This design comes from an exercise in tuning for small area on the open sky130 flow, not from production work.
In this exercise RTL edits were held to simulation tests only and were not proved equivalent to the original.
No activity file was given, so power comes from the tool's default toggle rates.

File: run.sh
#!/bin/bash
# synth_recipe.tcl (not shown) runs the flow's synth.tcl, then flattens the netlist and writes it again
# the make line also repeats each setting of config.mk as NAME=value (left out here)
make -C /OpenROAD-flow-scripts/flow DESIGN_CONFIG=/design/flow/config.mk WORK_HOME=/design/flow/orfs CLKGATE_MAP_FILE= SYNTH_SCRIPT=/design/flow/synth_recipe.tcl finish
File: config.mk
export PLATFORM = sky130hd
export DESIGN_NAME = ltc_rx
export DESIGN_NICKNAME = ltc_rx
export VERILOG_FILES = /design/flow/design.v
export SDC_FILE = /design/flow/constraint.sdc
export NUM_CORES = 4
export LEC_CHECK = 0
export CAP_MARGIN = 20
export CORE_MARGIN = 2
export CORE_UTILIZATION = 40
export SLEW_MARGIN = 20
File: constraint.sdc
create_clock -name core_clock -period 5.0 [get_ports {clk}]
set_input_delay 1.0000 -clock core_clock [delete_from_list [all_inputs] [get_ports {clk}]]
set_output_delay 1.0000 -clock core_clock [all_outputs]
set_load 0.01 [all_outputs]
File: design.v
module ltc_crc16_byte (
    input  wire [15:0] crc_in,
    input  wire [7:0]  data,
    output reg  [15:0] crc_out
);
    integer i;
    reg [15:0] c;
    always @(*) begin
        c = crc_in ^ {data, 8'h00};
        for (i = 0; i < 8; i = i + 1) begin
            if (c[15])
                c = {c[14:0], 1'b0} ^ 16'h1021;
            else
                c = {c[14:0], 1'b0};
        end
        crc_out = c;
    end
endmodule
module ltc_sat_counter #(
    parameter W = 16
) (
    input  wire         clk,
    input  wire         rst,
    input  wire         inc,
    output reg  [W-1:0] count
);
    always @(posedge clk) begin
        if (rst)
            count <= {W{1'b0}};
        else if (inc && count != {W{1'b1}})
            count <= count + 1'b1;
    end
endmodule
module ltc_rx (
    input  wire        clk,
    input  wire        rst,             
    input  wire        flush,           
    input  wire        in_valid,
    input  wire [7:0]  in_data,
    input  wire        in_last,         
    output reg         ev_valid,
    output reg  [1:0]  ev_cmd,
    output reg  [3:0]  ev_ch,
    output reg  [1:0]  ev_pri,
    output reg  [7:0]  ev_seq,
    output reg  [8:0]  ev_len,
    output reg  [31:0] ev_freq,
    output reg  [7:0]  ev_tx_power,
    output reg  [31:0] ev_tx_count,
    output reg  [31:0] ev_rx_count,
    output reg  [15:0] ev_crc_count,
    output reg  [39:0] ev_ack_frame,
    output wire [15:0] st_frames_rx,
    output wire [15:0] st_crc_errors,
    output wire [15:0] st_framing_errors,
    output wire [15:0] st_acks_sent,
    output wire [15:0] st_rx_out_of_order,
    output wire [15:0] st_nacks_received
);
    localparam [9:0] RESYNC_BUF_MAX = 10'd256;
    localparam [1:0] CMD_DATA   = 2'd0;
    localparam [1:0] CMD_ACK    = 2'd1;
    localparam [1:0] CMD_NACK   = 2'd2;
    localparam [1:0] CMD_STATUS = 2'd3;
    localparam [1:0] ACK_PRIORITY = 2'd1;    
    reg        in_seg;           
    reg [9:0]  seg_len;          
    reg [15:0] crc;              
    reg [7:0]  d_old;            
    reg [7:0]  d_new;            
    reg [7:0]  hdr_packed;       
    reg [7:0]  hdr_seq;          
    reg [7:0]  pl [0:14];        
    wire byte_in = in_valid && !flush;
    wire is_sync = (in_data == 8'h00);
    wire seg_end   = byte_in && is_sync && in_seg;
    wire seg_grow  = byte_in && !is_sync && in_seg;
    wire len_ok    = (seg_len >= 10'd5);
    wire crc_ok    = (crc == {d_old, d_new});
    wire frame_ok  = seg_end && len_ok && crc_ok;
    wire frame_bad = seg_end && !(len_ok && crc_ok);
    wire overflow  = seg_grow && in_last && (seg_len >= RESYNC_BUF_MAX);
    wire [1:0] f_cmd = hdr_packed[1:0];
    wire [15:0] crc_fold;
    ltc_crc16_byte u_fold (.crc_in(crc), .data(d_old), .crc_out(crc_fold));
    integer k;
    always @(posedge clk) begin
        if (rst) begin
            in_seg <= 1'b0;
        end else if (flush) begin
            in_seg <= 1'b0;
        end else if (byte_in) begin
            if (is_sync) begin
                in_seg  <= 1'b1;
                seg_len <= 10'd1;
                crc     <= 16'hFFFF;
                d_new   <= 8'h00;
            end else if (in_seg) begin
                if (overflow)
                    in_seg <= 1'b0;
                if (seg_len != 10'h3FF)
                    seg_len <= seg_len + 10'd1;
                if (seg_len >= 10'd2)
                    crc <= crc_fold;
                d_old <= d_new;
                d_new <= in_data;
                if (seg_len == 10'd1)
                    hdr_packed <= in_data;
                if (seg_len == 10'd2)
                    hdr_seq <= in_data;
                for (k = 0; k < 15; k = k + 1)
                    if (seg_len == k + 3)
                        pl[k] <= in_data;
            end
        end
    end
    wire [8:0] pay_len = seg_len[8:0] - 9'd5;
    wire [7:0]  ack_packed = {hdr_packed[7:4], ACK_PRIORITY, CMD_ACK};
    wire [15:0] ack_c0, ack_c1, ack_c2;
    ltc_crc16_byte u_ack0 (.crc_in(16'hFFFF), .data(8'h00),      .crc_out(ack_c0));
    ltc_crc16_byte u_ack1 (.crc_in(ack_c0),   .data(ack_packed), .crc_out(ack_c1));
    ltc_crc16_byte u_ack2 (.crc_in(ack_c1),   .data(hdr_seq),    .crc_out(ack_c2));
    always @(posedge clk) begin
        if (rst) begin
            ev_valid <= 1'b0;
        end else begin
            ev_valid <= frame_ok;
            if (frame_ok) begin
                ev_cmd <= f_cmd;
                ev_ch  <= hdr_packed[7:4];
                ev_pri <= hdr_packed[3:2];
                ev_seq <= hdr_seq;
                ev_len <= pay_len;
                ev_freq      <= (pay_len >= 9'd4)  ? {pl[0], pl[1], pl[2], pl[3]}  : 32'd0;
                ev_tx_power  <= (pay_len >= 9'd5)  ? pl[4]                         : 8'd0;
                ev_tx_count  <= (pay_len >= 9'd9)  ? {pl[5], pl[6], pl[7], pl[8]}  : 32'd0;
                ev_rx_count  <= (pay_len >= 9'd13) ? {pl[9], pl[10], pl[11], pl[12]} : 32'd0;
                ev_crc_count <= (pay_len >= 9'd15) ? {pl[13], pl[14]}              : 16'd0;
                ev_ack_frame <= {8'h00, ack_packed, hdr_seq, ack_c2};
            end
        end
    end
    ltc_sat_counter #(.W(16)) u_frames_rx (
        .clk(clk), .rst(rst), .inc(frame_ok), .count(st_frames_rx));
    ltc_sat_counter #(.W(16)) u_crc_errors (
        .clk(clk), .rst(rst), .inc(frame_bad), .count(st_crc_errors));
    ltc_sat_counter #(.W(16)) u_framing_errors (
        .clk(clk), .rst(rst), .inc(overflow), .count(st_framing_errors));
    ltc_sat_counter #(.W(16)) u_acks_sent (
        .clk(clk), .rst(rst), .inc(frame_ok && f_cmd == CMD_DATA), .count(st_acks_sent));
    ltc_sat_counter #(.W(16)) u_rx_out_of_order (
        .clk(clk), .rst(rst), .inc(frame_ok && f_cmd == CMD_DATA), .count(st_rx_out_of_order));
    ltc_sat_counter #(.W(16)) u_nacks_received (
        .clk(clk), .rst(rst), .inc(frame_ok && f_cmd == CMD_NACK), .count(st_nacks_received));
endmodule
==> impl_metrics.ini <==
[logic_synthesis]
async_flop_share_pct = 0
yosysSeqAreaShare_pct = 69.1
synth_xor_area_share_pct = 5.11
synthCells = 1305
ys.flop_type = edfxtp_1
yosys-mux-area-fraction_pct = 0.570
synth_warnings = 4
synth_edf_count = 339
synth-simple-area-share_pct = 16.7
synth_cell_types = 74
synth_top_family_by_area = simple AND/OR/NAND/NOR gates
ys_ff_latch = 437
synth-adder-area-share_pct = 0.783
syn_area_um2 = 17600
syn_area_per_cell_um2 = 13.5
synth_compound_area_share_pct = 5.05

[clock_tree]
postCtsSetupBuffers = 0
cts.repair.resized = 0
root_buffer = clkbuf_16
postCtsHoldBufs = 0
cts_tree = done
clk_path_buf_depth = 3
cts_buffers = 46
htreeDepth = 2
path_clk_slew_ps = 60
insertion_delay_ps = 580
cts_sinks = 437

[finish]
fin_nets = 1616
drive_gt1_share_pct = 8.90
instances_no_fill = 2216
fin_area_um2 = 22400
regArea_um2 = 12100
fillers = 3744
multi_input_area_um2 = 5060
areaGrowthSynthToFinish_pct = 27.7

[placement]
io_buffers = 282
gp_congestion = 0.826
place_area_um2 = 21000
place_worst_setup_slack_ps = 655
dp_hpwl_um = 29400
place_inst = 2128

[floorplanning]
row_count = 76
dieArea_um2 = 45600
die_w_um = 214
die_h_um = 214
initial_core_util_pct = 40.7
core_um2 = 43200
pin_count = 295

[route]
routedWlPerCell_um = 19.0
drcViolationCount = 0
dr.pass1.iters = 5
wirelength_um = 42100
num_vias = 11100
ant_nets = 0
vias_per_cell = 5.02
detail_route.iter0.violations = 674

[global_route]
grt_overflow_total = 0
grt_usage_pct = 18.3
antenna_found_initial = 3
grt_max_degree = 162
grt_pass1_wl_um = 63300
grt_pass1_vias = 10900

[sta]
slew_viol_final = 0
max-slew-margin-rel_pct = 36.2
finClkSkew_ps = 30.1
setup_viol = 0
tightest_slew_ps = 957
setup_ws_ps = 1270
rsz0062_at_grt = no
hold_ws_ps = 424
fmax_ghz = 0.268
post-route-period-util_pct = 74.7
fin_crit_ps = 3730
hold_viol = 0

[setup_path]
crit_path_start_kind = input port
crit_type = input port to flop
startpoint = in_data[4]
required_ps = 5200
critPathArrivalTime_ps = 3930
worst-path-max-fanout = 11
end_kind = flop
r2r-start = seg_len[0]

[job]
drv_cap = 0

[pwr]
power_density_nw_per_um2 = 321
leakage_uw = 0.00722
max-vdd-ir-drop_v = 0.000236

[run_status]
status = finished clean

[min_path]
holdCritStartpoint = hdr_packed[2]
hold_path.class = flop to flop
-- cell families (layout without fill, tap and decap cells) --
group / count (synthesis) / after routing
xor gates and xnor gates: 99 / 99
AOI/OAI and AO/OA: 141 / 141
adders and majority gates: 11 / 11
muxes: 9 / 9
DFF: 437 / 437
buffers and inverters: 89 / 403
and+or+nand+nor: 517 / 517
other: 2 / 14
-- registers in the layout, summed over array words and instances, names as in the netlist, 9 cells and up --
register / count
pl: 120
ev_freq: 32
ev_rx_count: 32
ev_tx_count: 32
ev_ack_frame: 17
crc: 16
ev_crc_count: 16
u_acks_sent.count: 16
u_crc_errors.count: 16
u_frames_rx.count: 16
u_framing_errors.count: 16
u_nacks_received.count: 16
u_rx_out_of_order.count: 16
seg_len: 10
ev_len: 9
-- metrics by stage --
step           setup TNS [ps]  total power (uW)  util, %
6_report                    0              7210     52.0
3_3_place_gp                0              4030     48.6
5_1_grt                     0              7440     52.0
2_1_floorplan         -327870              3990        -
3_5_place_dp                0              4030     48.6
4_1_cts                     0              7310     51.9
-- report_power, final --
part	switching, uW	internal (uW)
Combinational	56.0	16.3
Sequential	0.142	3880
Clock	1400	1860
-- final cells by class --
class | count | share of cell area, %
clock inverter | 30 | 1.20
multi-input combinational | 789 | 22.5
inverter | 17 | 0.284
sequential | 437 | 54.1
tap | 585 | 3.26
timing repair buffer | 301 | 13.3
antenna | 2 | 0.0223
clock buffer | 55 | 5.28
-- cells in the mapped netlist (3+ instances only) --
cell type / count / area share (%)
edfxtp_1: 339 / 58
nor3_1: 19 / 0.54
clkbuf_1: 28 / 0.60
ha_1: 11 / 0.78
and4_1: 5 / 0.25
and2_1: 42 / 1.5
a31o_2: 3 / 0.15
or2_2: 14 / 0.50
nor4_4: 3 / 0.36
nor2b_1: 94 / 3.3
and3_1: 16 / 0.57
buf_2: 15 / 0.43
buf_6: 3 / 0.19
nor4_1: 10 / 0.36
inv_1: 17 / 0.36
nand4_1: 40 / 1.4
o31ai_1: 11 / 0.47
nand3_1: 57 / 1.6
dfxtp_1: 98 / 11
or3_1: 35 / 1.2
nor2_2: 4 / 0.14
nand4_2: 4 / 0.28
xnor2_1: 53 / 2.6
o21ai_0: 39 / 1.1
nor2_1: 87 / 1.9
nand2_1: 56 / 1.2
a21oi_1: 54 / 1.5
mux2_2: 3 / 0.19
buf_4: 25 / 1.1
xor2_1: 42 / 2.1
xnor2_2: 4 / 0.37
or4_1: 14 / 0.60
mux2i_1: 4 / 0.23
-- final timing paths --
| kind | depth (start not counted) | slack, ps | to |
|---|---|---|---|
| setup / recovery | 6 | 1270 | pl[0][2] |
| hold / removal | 0 | 420 | ev_pri[0] |
| setup reg to reg | 9 | 1900 | u_frames_rx.count[5] |
| hold reg to reg | 0 | 420 | ev_pri[0] |
-- layout by cell type, fill, tap and decap left out, types with 15 or more instances in the layout --
master	n
a21oi_1	53
nand2_1	56
clkdlybuf4s50_1	281
and3_1	16
dfxtp_1	98
o21ai_0	39
buf_4	18
xnor2_1	53
edfxtp_1	339
clkbuf_16	46
and2_1	42
nor2_1	87
nand4_1	40
nor3_1	19
xor2_1	42
nor2b_1	94
nand3_1	56
or3_1	35
inv_1	15
-- metal layers --
layer | GRT usage (%) | share of wire (%)
met1 | 24.2 | 44
met2 | 28.9 | 46
met3 | 5.05 | 7.3
met4 | 6.75 | 2.6
met5 | 0 | 0.031
-- worst max-delay path, cell delays in order --
cell and delay (ps):
clkdlybuf4s50_1 930, or4_1 280, nor2_1 80, nor4_1 630
nand2_1 370, nor2_1 640

static timing again, ports no longer ideal:
The flow's constraints put no driver on any port. The routed layout listed below was extracted and timed again, unchanged, in two steps.
Step 1: set_driving_cell puts a clkbuf_16 on clk and a buf_2 on each other input, an assumption about the parent block.
Step 2 moves the port delays by t, midway between the first and last clock arrival at a register: inputs arrive t later, outputs are due t later. That takes back most of the time a late clock gives input paths.
Three values: ideal ports, drivers, drivers and shift; two values: the first two.
t, ns: 0.623
setup slack, ns: 1.265 / 1.297 / 0.674
hold slack, ns: 0.424 / 0.424 / 0.424
worst register clock-pin slew, ns: 0.06 / 0.06
After both steps setup and hold are still met in this run. The setup slack of this run moves by +0.032 ns with the drivers and by -0.591 ns with both steps.
